Source: an optimization exercise on an open RTL-to-GDS flow (aim: small area, a short achievable clock period and few clock cycles per item). Production flows keep margins and buffers that such runs may drop.
At most, simulation tests tie the RTL to the original design; equivalence was not proved.

==> pepper: inputs <==
==> flow/design.v <==
module huf_codegen #(
    parameter N  = 16,                  
    parameter FW = 16                   
) (
    input  wire                     clk,
    input  wire                     rst,         
    input  wire                     in_valid,
    output wire                     in_ready,
    input  wire [FW-1:0]            in_freq,
    output wire                     out_valid,
    input  wire                     out_ready,
    output wire [$clog2(N)-1:0]     out_sym,
    output wire [$clog2(N)-1:0]     out_len,
    output wire [N-2:0]             out_code
);
    localparam SW  = $clog2(N);         
    localparam KW  = FW + SW;           
    localparam CW  = N - 1;             
    localparam [KW-1:0] INF  = {KW{1'b1}};
    localparam [FW:0]   AINF = {1'b1, {FW{1'b0}}};
    localparam H1  = 5;                 
    localparam H2  = 10;                
    integer i, ia, ib, j1, j2, j3;
    function automatic f_le(input [KW-1:0] a, input [KW-1:0] b);
        reg c;
        integer k;
        begin
            c = 1'b0;
            for (k = 0; k < KW; k = k + 1)
                c = (~b[k] & a[k]) | ((~b[k] | a[k]) & c);
            f_le = ~c;
        end
    endfunction
    reg  [FW-1:0] in_q;
    reg           ins_v;                
    reg  [SW:0]   ains;                 
    reg  [SW:0]   akc;                  
    reg  [N-1:0]  aocc;                 
    wire ins_go  = ins_v && !ains[SW];
    assign in_ready = !ins_v || !ains[SW];
    wire accept  = in_valid && in_ready;
    wire ins_nz  = (in_q != 0);
    reg  [FW:0]   akey [0:N-1];
    reg  [SW-1:0] atag [0:N-1];
    reg  [FW:0]   akey_n [0:N-1];
    reg  [SW-1:0] atag_n [0:N-1];
    reg  [N:0]    ale;
    wire [FW:0]   av   = ins_nz ? {1'b0, in_q} : AINF;
    wire [SW-1:0] avt  = ains[SW-1:0];
    wire          acomp = ains[SW] || (ins_v && ains == N - 1);
    wire [SW:0]   akfin = akc + (ins_go && ins_nz);
    reg  [KW-1:0] bkey [0:N-1];
    reg  [SW-1:0] btag [0:N-1];
    reg  [KW-1:0] bsum;                 
    reg           bact;                 
    reg  [SW-1:0] bsteps;               
    reg  [SW-1:0] bm;                   
    reg           bmy;                  
    reg  [SW-1:0] bnm;                  
    reg           bcur;                 
    reg           bufv [0:1];           
    reg           bufd [0:1];           
    reg  [SW-1:0] nm   [0:1];           
    reg  [SW-1:0] lgx  [0:1][0:CW-1];
    reg  [SW-1:0] lgy  [0:1][0:CW-1];
    reg  [SW-1:0] isym;                 
    reg           obuf;                 
    wire          bnext = ~bcur;
    wire          bfree = !bufv[bnext];
    wire          bload = acomp && (!bact || bsteps == 1) && bfree;
    wire [KW-1:0] a12  = {{(SW-1){1'b0}}, akey[1]} + {{(SW-1){1'b0}}, akey[2]};
    wire [KW-1:0] a1v  = {{(SW-1){1'b0}}, akey[1]} + {{(SW-1){1'b0}}, av};
    wire [KW-1:0] a01  = {{(SW-1){1'b0}}, akey[0]} + {{(SW-1){1'b0}}, akey[1]};
    wire [KW-1:0] b23  = bkey[2] + bkey[3];
    wire [KW-1:0] b2s  = bkey[2] + bsum;
    reg  [N+1:0]  ble;
    reg  [KW-1:0] bkey_n [0:N-1];
    reg  [SW-1:0] btag_n [0:N-1];
    reg  [KW-1:0] bsum_n;
    always @(*) begin
        for (ia = 0; ia < N; ia = ia + 1)
            ale[ia] = !aocc[ia] || f_le({{(SW-1){1'b0}}, akey[ia]}, {{(SW-1){1'b0}}, av});
        ale[N] = 1'b0;
        for (ia = 0; ia < N; ia = ia + 1) begin
            akey_n[ia] = akey[ia];
            atag_n[ia] = atag[ia];
            if (ins_go) begin
                if (ale[ia + 1]) begin
                    akey_n[ia] = akey[(ia + 1) % N];
                    atag_n[ia] = atag[(ia + 1) % N];
                end else if (ale[ia]) begin
                    akey_n[ia] = av;
                    atag_n[ia] = avt;
                end
            end
        end
        ble = 0;
        for (ib = 2; ib < N; ib = ib + 1)
            ble[ib] = f_le(bkey[ib], bsum);
        ble[1] = 1'b1;
        for (ib = 0; ib < N; ib = ib + 1) begin
            if (bload) begin
                bkey_n[ib] = akey_n[ib][FW] ? INF : {{SW{1'b0}}, akey_n[ib][FW-1:0]};
                btag_n[ib] = atag_n[ib];
            end else if (ble[ib + 2]) begin
                bkey_n[ib] = (ib + 2 < N) ? bkey[(ib + 2) % N] : INF;
                btag_n[ib] = btag[(ib + 2) % N];
            end else if (ble[ib + 1]) begin
                bkey_n[ib] = bsum;
                btag_n[ib] = btag[0];
            end else begin
                bkey_n[ib] = (ib + 1 < N) ? bkey[(ib + 1) % N] : INF;
                btag_n[ib] = btag[(ib + 1) % N];
            end
        end
        if (bload)
            bsum_n = ({KW{!ins_go}} & a01) | ({KW{ins_go && ale[2]}} & a12) |
                     ({KW{ins_go && !ale[2]}} & a1v);
        else
            bsum_n = ({KW{ble[3]}} & b23) | ({KW{!ble[3]}} & b2s);
    end
    always @(posedge clk) begin
        for (i = 0; i < N; i = i + 1) begin
            akey[i] <= akey_n[i];
            atag[i] <= atag_n[i];
            bkey[i] <= bkey_n[i];
            btag[i] <= btag_n[i];
        end
        bsum <= bsum_n;
        if (ins_go || !ins_v)
            in_q <= in_freq;
        if (bact) begin
            lgx[bcur][bm] <= btag[0];
            lgy[bcur][bm] <= bmy ? btag[1] : btag[0];
        end
        if (bact && bsteps == 1)
            nm[bcur] <= bnm;
    end
    reg  [2:0]    oc;                   
    reg  [SW-1:0] osym;                 
    reg  [SW-1:0] q_len  [0:2];
    reg  [CW-1:0] q_code [0:2];
    reg           s1_v, s1_buf;
    reg  [SW-1:0] s1_t;
    reg  [H1:0]   s1_r;                 
    reg           s2_v, s2_buf;
    reg  [SW-1:0] s2_t;
    reg  [H2:0]   s2_r;                 
    wire pop    = oc[0] && out_ready;
    wire room   = !oc[0] ||
                  (!oc[1] && (out_ready || !(s1_v && s2_v))) ||
                  (!oc[2] && oc[1] && ((!s1_v && !s2_v) || (out_ready && !(s1_v && s2_v)))) ||
                  (oc[2] && out_ready && !s1_v && !s2_v);
    wire issue  = bufd[obuf] && room;
    reg  [SW-1:0] t1, t2, t3;
    reg  [CW:0]   r1, r2, r3;
    reg           h1, h2, h3;
    reg  [SW-1:0] f_len;
    reg  [CW-1:0] f_code;
    always @(*) begin
        t1 = isym;
        r1 = {1'b1, {CW{1'b0}}};
        for (j1 = 0; j1 < H1; j1 = j1 + 1) begin
            h1 = (j1 < nm[obuf]) && (t1 == lgx[obuf][j1] || t1 == lgy[obuf][j1]);
            if (h1) begin
                r1 = {t1 != lgx[obuf][j1], r1[CW:1]};
                t1 = lgx[obuf][j1];
            end
        end
    end
    always @(*) begin
        t2 = s1_t;
        r2 = {s1_r, {(CW-H1){1'b0}}};
        for (j2 = H1; j2 < H2; j2 = j2 + 1) begin
            h2 = (j2 < nm[s1_buf]) && (t2 == lgx[s1_buf][j2] || t2 == lgy[s1_buf][j2]);
            if (h2) begin
                r2 = {t2 != lgx[s1_buf][j2], r2[CW:1]};
                t2 = lgx[s1_buf][j2];
            end
        end
    end
    always @(*) begin
        t3 = s2_t;
        r3 = {s2_r, {(CW-H2){1'b0}}};
        for (j3 = H2; j3 < CW; j3 = j3 + 1) begin
            h3 = (j3 < nm[s2_buf]) && (t3 == lgx[s2_buf][j3] || t3 == lgy[s2_buf][j3]);
            if (h3) begin
                r3 = {t3 != lgx[s2_buf][j3], r3[CW:1]};
                t3 = lgx[s2_buf][j3];
            end
        end
        f_len  = 0;
        f_code = 0;
        for (j3 = CW; j3 >= 0; j3 = j3 - 1)
            if (r3[j3]) begin
                f_len  = CW - j3;
                f_code = r3 >> (j3 + 1);
            end
    end
    assign out_valid = oc[0];
    assign out_sym   = osym;
    assign out_len   = q_len[0];
    assign out_code  = q_code[0];
    always @(posedge clk) begin
        s1_t   <= t1;
        s1_r   <= r1[CW:CW-H1];
        s1_buf <= obuf;
        s2_t   <= t2;
        s2_r   <= r2[CW:CW-H2];
        s2_buf <= s1_buf;
        for (i = 0; i < 3; i = i + 1) begin
            if (pop ? (s2_v && oc[i] && (i == 2 || !oc[i + 1]))
                    : (s2_v && !oc[i] && (i == 0 || oc[i - 1]))) begin
                q_len[i]  <= f_len;
                q_code[i] <= f_code;
            end else if (pop && i < 2) begin
                q_len[i]  <= q_len[(i + 1) % 3];
                q_code[i] <= q_code[(i + 1) % 3];
            end
        end
        if (rst) begin
            ins_v  <= 1'b0;
            ains   <= 0;
            akc    <= 0;
            aocc   <= 0;
            bact   <= 1'b0;
            bsteps <= 0;
            bm     <= 0;
            bmy    <= 1'b0;
            bnm    <= 0;
            bcur   <= 1'b1;
            bufv[0] <= 1'b0; bufv[1] <= 1'b0;
            bufd[0] <= 1'b0; bufd[1] <= 1'b0;
            s1_v   <= 1'b0;
            s2_v   <= 1'b0;
            oc     <= 3'b000;
            osym   <= 0;
            isym   <= 0;
            obuf   <= 1'b0;
        end else begin
            ins_v <= accept || (ins_v && !ins_go);
            if (bload) begin
                ains <= 0;
                akc  <= 0;
                aocc <= 0;
            end else if (ins_go) begin
                ains <= ains + 1'b1;
                akc  <= akfin;
                aocc <= {1'b1, aocc[N-1:1]};
            end
            if (bact) begin
                bsteps <= bsteps - 1'b1;
                bm     <= bm + 1'b1;
                if (bsteps == 1) begin
                    bact       <= 1'b0;
                    bufd[bcur] <= 1'b1;
                end
            end
            if (bload) begin
                bact        <= 1'b1;
                bcur        <= bnext;
                bufv[bnext] <= 1'b1;
                bm          <= 0;
                bsteps      <= (akfin >= 2) ? akfin - 1'b1 : 1'b1;
                bmy         <= (akfin >= 2);
                bnm         <= (akfin >= 2) ? akfin - 1'b1 : akfin;
            end
            s1_v <= issue;
            s2_v <= s1_v;
            if (issue) begin
                isym <= isym + 1'b1;
                if (isym == N - 1) begin
                    obuf         <= ~obuf;
                    bufv[obuf]   <= 1'b0;
                    bufd[obuf]   <= 1'b0;
                end
            end
            if (pop)
                osym <= osym + 1'b1;
            if (s2_v && !pop)
                oc <= {oc[1:0], 1'b1};
            else if (!s2_v && pop)
                oc <= {1'b0, oc[2:1]};
        end
    end
endmodule
==> flow/flow/run.sh <==
#!/bin/bash
# Standard layout, with repair_timing aiming for extra setup slack so that the
# resizer sizes and buffers the critical paths (the SDC is unchanged).
set -euo pipefail
bash standard.sh SETUP_SLACK_MARGIN=18.5 finish > make_finish.log 2>&1
==> flow/standard.sh <==
#!/bin/bash
# synth_recipe.tcl (not shown) runs the flow's synth.tcl, then flattens the netlist and writes it again
# the make line also repeats each setting of config.mk as NAME=value (left out here)
make -C /OpenROAD-flow-scripts/flow DESIGN_CONFIG=/design/flow/config.mk WORK_HOME=/design/flow/orfs CLKGATE_MAP_FILE= SYNTH_SCRIPT=/design/flow/synth_recipe.tcl "${@:-finish}"
==> flow/config.mk <==
export PLATFORM = sky130hd
export DESIGN_NAME = huf_codegen
export DESIGN_NICKNAME = huf_codegen
export VERILOG_FILES = /design/flow/design.v
export SDC_FILE = /design/flow/constraint.sdc
export NUM_CORES = 4
export LEC_CHECK = 0
export CAP_MARGIN = 20
export CORE_MARGIN = 2
export CORE_UTILIZATION = 65
export SLEW_MARGIN = 20
==> flow/constraint.sdc <==
create_clock -name core_clock -period 25.0 [get_ports {clk}]
set_input_delay 5.0000 -clock core_clock [delete_from_list [all_inputs] [get_ports {clk}]]
set_output_delay 5.0000 -clock core_clock [all_outputs]
set_load 0.01 [all_outputs]
==> fjord: changes against pepper <==
==> flow/design.v (replaced) <==
module huf_codegen #(
    parameter N  = 16,                  
    parameter FW = 16                   
) (
    input  wire                     clk,
    input  wire                     rst,         
    input  wire                     in_valid,
    output wire                     in_ready,
    input  wire [FW-1:0]            in_freq,
    output wire                     out_valid,
    input  wire                     out_ready,
    output wire [$clog2(N)-1:0]     out_sym,
    output wire [$clog2(N)-1:0]     out_len,
    output wire [N-2:0]             out_code
);
    localparam SW  = $clog2(N);         
    localparam KW  = FW + SW;           
    localparam CW  = N - 1;             
    localparam [KW-1:0] INF  = {KW{1'b1}};
    localparam [FW:0]   AINF = {1'b1, {FW{1'b0}}};
    localparam H1  = 8;                 
    integer i, ia, ib, j1, j2;
    reg  [FW-1:0] in_q;
    reg           ins_v;                
    reg  [SW:0]   ains;                 
    reg  [SW:0]   akc;                  
    reg  [N-1:0]  aocc;                 
    wire ins_go  = ins_v && !ains[SW];
    assign in_ready = !ins_v || !ains[SW];
    wire accept  = in_valid && in_ready;
    wire ins_nz  = (in_q != 0);
    reg  [FW:0]   akey [0:N-1];
    reg  [SW-1:0] atag [0:N-1];
    reg  [FW:0]   akey_n [0:N-1];
    reg  [SW-1:0] atag_n [0:N-1];
    reg  [N:0]    ale;
    wire [FW:0]   av   = ins_nz ? {1'b0, in_q} : AINF;
    wire [SW-1:0] avt  = ains[SW-1:0];
    wire          acomp = ains[SW] || (ins_v && ains == N - 1);
    wire [SW:0]   akfin = akc + (ins_go && ins_nz);
    reg  [KW-1:0] bkey [0:N-1];
    reg  [SW-1:0] btag [0:N-1];
    reg           bact;                 
    reg  [SW-1:0] bsteps;               
    reg  [SW-1:0] bm;                   
    reg           bmy;                  
    reg           bcur;                 
    reg           bufv [0:1];           
    reg           bufd [0:1];           
    reg  [SW-1:0] nm   [0:1];           
    reg  [SW-1:0] lgx  [0:1][0:CW-1];
    reg  [SW-1:0] lgy  [0:1][0:CW-1];
    reg           s1_v, s1_last, s1_buf;
    reg  [SW-1:0] s1_t;
    reg  [H1:0]   s1_r;                 
    wire          bnext = ~bcur;
    wire          bfree = !bufv[bnext] || (s1_v && s1_last && s1_buf == bnext);
    wire          bload = acomp && (!bact || bsteps == 1) && bfree;
    wire [KW-1:0] sum = bkey[0] + bkey[1];
    reg  [N+1:0]  ble;
    reg  [KW-1:0] bkey_n [0:N-1];
    reg  [SW-1:0] btag_n [0:N-1];
    always @(*) begin
        for (ia = 0; ia < N; ia = ia + 1)
            ale[ia] = !aocc[ia] || (akey[ia] <= av);
        ale[N] = 1'b0;
        for (ia = 0; ia < N; ia = ia + 1) begin
            akey_n[ia] = akey[ia];
            atag_n[ia] = atag[ia];
            if (ins_go) begin
                if (ale[ia + 1]) begin
                    akey_n[ia] = akey[(ia + 1) % N];
                    atag_n[ia] = atag[(ia + 1) % N];
                end else if (ale[ia]) begin
                    akey_n[ia] = av;
                    atag_n[ia] = avt;
                end
            end
        end
        ble = 0;
        for (ib = 2; ib < N; ib = ib + 1)
            ble[ib] = (bkey[ib] <= sum);
        ble[1] = 1'b1;
        for (ib = 0; ib < N; ib = ib + 1) begin
            if (bload) begin
                bkey_n[ib] = akey_n[ib][FW] ? INF : {{SW{1'b0}}, akey_n[ib][FW-1:0]};
                btag_n[ib] = atag_n[ib];
            end else if (ble[ib + 2]) begin
                bkey_n[ib] = (ib + 2 < N) ? bkey[(ib + 2) % N] : INF;
                btag_n[ib] = btag[(ib + 2) % N];
            end else if (ble[ib + 1]) begin
                bkey_n[ib] = sum;
                btag_n[ib] = btag[0];
            end else begin
                bkey_n[ib] = (ib + 1 < N) ? bkey[(ib + 1) % N] : INF;
                btag_n[ib] = btag[(ib + 1) % N];
            end
        end
    end
    always @(posedge clk) begin
        for (i = 0; i < N; i = i + 1) begin
            akey[i] <= akey_n[i];
            atag[i] <= atag_n[i];
            bkey[i] <= bkey_n[i];
            btag[i] <= btag_n[i];
        end
        if (ins_go || !ins_v)
            in_q <= in_freq;
        if (bact) begin
            lgx[bcur][bm] <= btag[0];
            lgy[bcur][bm] <= bmy ? btag[1] : btag[0];
        end
    end
    reg  [1:0]    oc;                   
    reg  [SW-1:0] osym;                 
    reg  [SW-1:0] isym;                 
    reg           obuf;                 
    reg  [SW-1:0] o_len, s_len;
    reg  [CW-1:0] o_code, s_code;
    wire pop    = (oc != 0) && out_ready;
    wire [1:0] ocnt = {1'b0, oc[0]} + {1'b0, oc[1]};
    wire issue  = bufd[obuf] && ((ocnt - pop + s1_v) <= 1);
    reg  [SW-1:0] t1;
    reg  [CW:0]   r1;
    reg           h1, h2;
    always @(*) begin
        t1 = isym;
        r1 = {1'b1, {CW{1'b0}}};
        for (j1 = 0; j1 < H1; j1 = j1 + 1) begin
            h1 = (j1 < nm[obuf]) && (t1 == lgx[obuf][j1] || t1 == lgy[obuf][j1]);
            if (h1) begin
                r1 = {t1 != lgx[obuf][j1], r1[CW:1]};
                t1 = lgx[obuf][j1];
            end
        end
    end
    reg  [SW-1:0] t2;
    reg  [CW:0]   r2;
    reg  [SW-1:0] f_len;
    reg  [CW-1:0] f_code;
    always @(*) begin
        t2 = s1_t;
        r2 = {s1_r, {(CW-H1){1'b0}}};
        for (j2 = H1; j2 < CW; j2 = j2 + 1) begin
            h2 = (j2 < nm[s1_buf]) && (t2 == lgx[s1_buf][j2] || t2 == lgy[s1_buf][j2]);
            if (h2) begin
                r2 = {t2 != lgx[s1_buf][j2], r2[CW:1]};
                t2 = lgx[s1_buf][j2];
            end
        end
        f_len  = 0;
        f_code = 0;
        for (j2 = CW; j2 >= 0; j2 = j2 - 1)
            if (r2[j2]) begin
                f_len  = CW - j2;
                f_code = r2 >> (j2 + 1);
            end
    end
    assign out_valid = oc[0];
    assign out_sym   = osym;
    assign out_len   = o_len;
    assign out_code  = o_code;
    always @(posedge clk) begin
        s1_t <= t1;
        s1_r <= r1[CW:CW-H1];
        if (rst) begin
            ins_v  <= 1'b0;
            ains   <= 0;
            akc    <= 0;
            aocc   <= 0;
            bact   <= 1'b0;
            bsteps <= 0;
            bm     <= 0;
            bmy    <= 1'b0;
            bcur   <= 1'b1;
            bufv[0] <= 1'b0; bufv[1] <= 1'b0;
            bufd[0] <= 1'b0; bufd[1] <= 1'b0;
            s1_v   <= 1'b0;
            s1_last <= 1'b0;
            s1_buf <= 1'b0;
            oc     <= 2'b00;
            osym   <= 0;
            isym   <= 0;
            obuf   <= 1'b0;
        end else begin
            ins_v <= accept || (ins_v && !ins_go);
            if (bload) begin
                ains <= 0;
                akc  <= 0;
                aocc <= 0;
            end else if (ins_go) begin
                ains <= ains + 1'b1;
                akc  <= akfin;
                aocc <= {1'b1, aocc[N-1:1]};
            end
            if (bact) begin
                bsteps <= bsteps - 1'b1;
                bm     <= bm + 1'b1;
                if (bsteps == 1) begin
                    bact       <= 1'b0;
                    bufd[bcur] <= 1'b1;
                end
            end
            if (s1_v && s1_last) begin
                bufv[s1_buf] <= 1'b0;
                bufd[s1_buf] <= 1'b0;
            end
            if (bload) begin
                bact        <= 1'b1;
                bcur        <= bnext;
                bufv[bnext] <= 1'b1;
                bm          <= 0;
                bsteps      <= (akfin >= 2) ? akfin - 1'b1 : 1'b1;
                bmy         <= (akfin >= 2);
                nm[bnext]   <= (akfin >= 2) ? akfin - 1'b1 : akfin;
            end
            s1_v <= issue;
            if (issue) begin
                s1_buf  <= obuf;
                s1_last <= (isym == N - 1);
                isym    <= isym + 1'b1;
                if (isym == N - 1)
                    obuf <= ~obuf;
            end
            if (pop)
                osym <= osym + 1'b1;
            if (s1_v) begin
                if (!oc[0] || (!oc[1] && pop)) begin
                    o_len <= f_len;  o_code <= f_code;
                end else begin
                    s_len <= f_len;  s_code <= f_code;
                end
                if (!pop)
                    oc <= {oc[0], 1'b1};
            end else if (pop) begin
                o_len  <= s_len;
                o_code <= s_code;
                oc     <= {1'b0, oc[1]};
            end
        end
    end
endmodule
==> flow/run.sh (new file) <==
#!/bin/bash
# synth_recipe.tcl (not shown) runs the flow's synth.tcl, then flattens the netlist and writes it again
# the make line also repeats each setting of config.mk as NAME=value (left out here)
make -C /OpenROAD-flow-scripts/flow DESIGN_CONFIG=/design/flow/config.mk WORK_HOME=/design/flow/orfs CLKGATE_MAP_FILE= SYNTH_SCRIPT=/design/flow/synth_recipe.tcl finish
--- a/flow/config.mk
+++ b/flow/config.mk
@@ -7,5 +7,5 @@
 export LEC_CHECK = 0
 export CAP_MARGIN = 20
 export CORE_MARGIN = 2
-export CORE_UTILIZATION = 65
+export CORE_UTILIZATION = 40
 export SLEW_MARGIN = 20
removed: flow/flow/run.sh
removed: flow/standard.sh
==> xenon: changes against pepper <==
--- a/flow/design.v
+++ b/flow/design.v
@@ -22,13 +22,35 @@
     localparam H2  = 10;                
     integer i, ia, ib, j1, j2, j3;
     function automatic f_le(input [KW-1:0] a, input [KW-1:0] b);
-        reg c;
-        integer k;
+        reg [31:0] g, e;
+        integer l, k;
         begin
-            c = 1'b0;
-            for (k = 0; k < KW; k = k + 1)
-                c = (~b[k] & a[k]) | ((~b[k] | a[k]) & c);
-            f_le = ~c;
+            g = 32'b0;
+            e = {32{1'b1}};
+            g[KW-1:0] = ~a & b;
+            e[KW-1:0] = ~(a ^ b);
+            for (l = 1; l < 32; l = 2 * l)
+                for (k = 0; k + l < 32; k = k + 2 * l) begin
+                    g[k] = g[k + l] | (e[k + l] & g[k]);
+                    e[k] = e[k + l] & e[k];
+                end
+            f_le = g[0] | e[0];
+        end
+    endfunction
+    function automatic [KW-1:0] f_add(input [KW-1:0] a, input [KW-1:0] b);
+        reg [KW-1:0] g, p;
+        integer l, k, j;
+        begin
+            g = a & b;
+            p = a ^ b;
+            for (l = 1; l < KW; l = 2 * l)
+                for (k = 0; k < KW; k = k + 1)
+                    if (k & l) begin
+                        j = (k & ~(2 * l - 1)) + l - 1;
+                        g[k] = g[k] | (p[k] & g[j]);
+                        p[k] = p[k] & p[j];
+                    end
+            f_add = (a ^ b) ^ {g[KW-2:0], 1'b0};
         end
     endfunction
     reg  [FW-1:0] in_q;
@@ -68,11 +90,11 @@
     wire          bnext = ~bcur;
     wire          bfree = !bufv[bnext];
     wire          bload = acomp && (!bact || bsteps == 1) && bfree;
-    wire [KW-1:0] a12  = {{(SW-1){1'b0}}, akey[1]} + {{(SW-1){1'b0}}, akey[2]};
-    wire [KW-1:0] a1v  = {{(SW-1){1'b0}}, akey[1]} + {{(SW-1){1'b0}}, av};
-    wire [KW-1:0] a01  = {{(SW-1){1'b0}}, akey[0]} + {{(SW-1){1'b0}}, akey[1]};
-    wire [KW-1:0] b23  = bkey[2] + bkey[3];
-    wire [KW-1:0] b2s  = bkey[2] + bsum;
+    wire [KW-1:0] a12  = f_add({{(SW-1){1'b0}}, akey[1]}, {{(SW-1){1'b0}}, akey[2]});
+    wire [KW-1:0] a1v  = f_add({{(SW-1){1'b0}}, akey[1]}, {{(SW-1){1'b0}}, av});
+    wire [KW-1:0] a01  = f_add({{(SW-1){1'b0}}, akey[0]}, {{(SW-1){1'b0}}, akey[1]});
+    wire [KW-1:0] b23  = f_add(bkey[2], bkey[3]);
+    wire [KW-1:0] b2s  = f_add(bkey[2], bsum);
     reg  [N+1:0]  ble;
     reg  [KW-1:0] bkey_n [0:N-1];
     reg  [SW-1:0] btag_n [0:N-1];
@@ -114,10 +136,9 @@
             end
         end
         if (bload)
-            bsum_n = ({KW{!ins_go}} & a01) | ({KW{ins_go && ale[2]}} & a12) |
-                     ({KW{ins_go && !ale[2]}} & a1v);
+            bsum_n = !ins_go ? a01 : (ale[2] ? a12 : a1v);
         else
-            bsum_n = ({KW{ble[3]}} & b23) | ({KW{!ble[3]}} & b2s);
+            bsum_n = ble[3] ? b23 : b2s;
     end
     always @(posedge clk) begin
         for (i = 0; i < N; i = i + 1) begin
--- a/flow/config.mk
+++ b/flow/config.mk
@@ -7,5 +7,5 @@
 export LEC_CHECK = 0
 export CAP_MARGIN = 20
 export CORE_MARGIN = 2
-export CORE_UTILIZATION = 65
+export CORE_UTILIZATION = 40
 export SLEW_MARGIN = 20
==> results.toml <==
[setup_path]
slowest_stage = "nor2_1"
rrSetupSlack_ns = 14.06
crit_cells = 26

[outcome]
status = "no timing/DRC/antenna violations"

[cts]
post-cts-setup-buffers = 0
clk_pin_slew_ns = 0.07

[logic_synthesis]
ys_warn_count = 9

[finish]
layout.nonclk_buf_frac = 0.0259
Source of the figures above: fjord

==> results.toml <==
[outcome]
status = "no timing/DRC/antenna violations"

[logic_synthesis]
synth_top_area_cell = "dfxtp_1"
async_flop_share = 0
ys_warn_count = 13

[finish]
layout.nonclk_buf_frac = 0.0588
nFlopsAndLatches = 1106

[placed_design]
placed_area_sq_um = 65900

[cts]
post-cts-setup-buffers = 103

[setup_path]
slowest_stage = "edfxtp_1"
rrSetupSlack_ns = 18.54
crit_cells = 1
Source of the figures above: pepper

==> results.toml <==
[setup_path]
crit_cells = 28
slowest_stage = "or4_4"
rrSetupSlack_ns = 18.51

[cts]
post-cts-setup-buffers = 58
clk_pin_slew_ns = 0.06

[logic_synthesis]
ys_warn_count = 13
synthTopCellsByArea = "dfxtp_1 (22%), edfxtp_1 (16%), ha_1 (12%), mux2i_1 (6.2%), o21ai_0 (4.6%)"

[placed_design]
portBuffers = 44

[outcome]
status = "no timing/DRC/antenna violations"

[power_and_ir_drop]
clockPowerShare = 0.427
Source of the figures above: xenon

Testbench counts of pepper, summed over its fixed seeds: cycles 25,880, tables 1,600.
Testbench counts of fjord, summed over its fixed seeds: cycles 25,872, tables 1,600.
Function not checked in xenon: the RTL went through the layout flow alone.

[port drivers added, routing unchanged]
The flow's constraints put no driver on any port. The routed layouts listed below were extracted and timed again, unchanged, in two steps.
Step 1 (the two cells are an assumption about what drives the block):
set clk [get_ports {clk}]
set_driving_cell -lib_cell sky130_fd_sc_hd__clkbuf_16 $clk
set_driving_cell -lib_cell sky130_fd_sc_hd__buf_2 [delete_from_list [all_inputs] $clk]
Step 2 moves the port delays by t, midway between the first and last clock arrival at a register: inputs arrive t later, outputs are due t later. That takes back most of the time a late clock gives input paths.
Slacks: ideal ports / drivers / drivers and shift; pairs: ideal ports / drivers.
run	shift t [ns]	slack for setup (ns)	hold slack, ns	worst setup path at the end	worst data-port slew with drivers (ns)
pepper	0.788	18.535 / 18.460 / 17.987	0.437 / 0.437 / 0.437	input to register	0.10
fjord	0.828	14.060 / 14.060 / 14.060	0.454 / 0.454 / 0.454	register to register	0.05
xenon	0.847	18.512 / 18.462 / 18.109	0.448 / 0.448 / 0.448	input to register	0.08
After both steps every run listed still meets setup and hold. The setup slack of pepper, which loses most, moves by -0.075 ns with the drivers and by -0.548 ns with both steps.
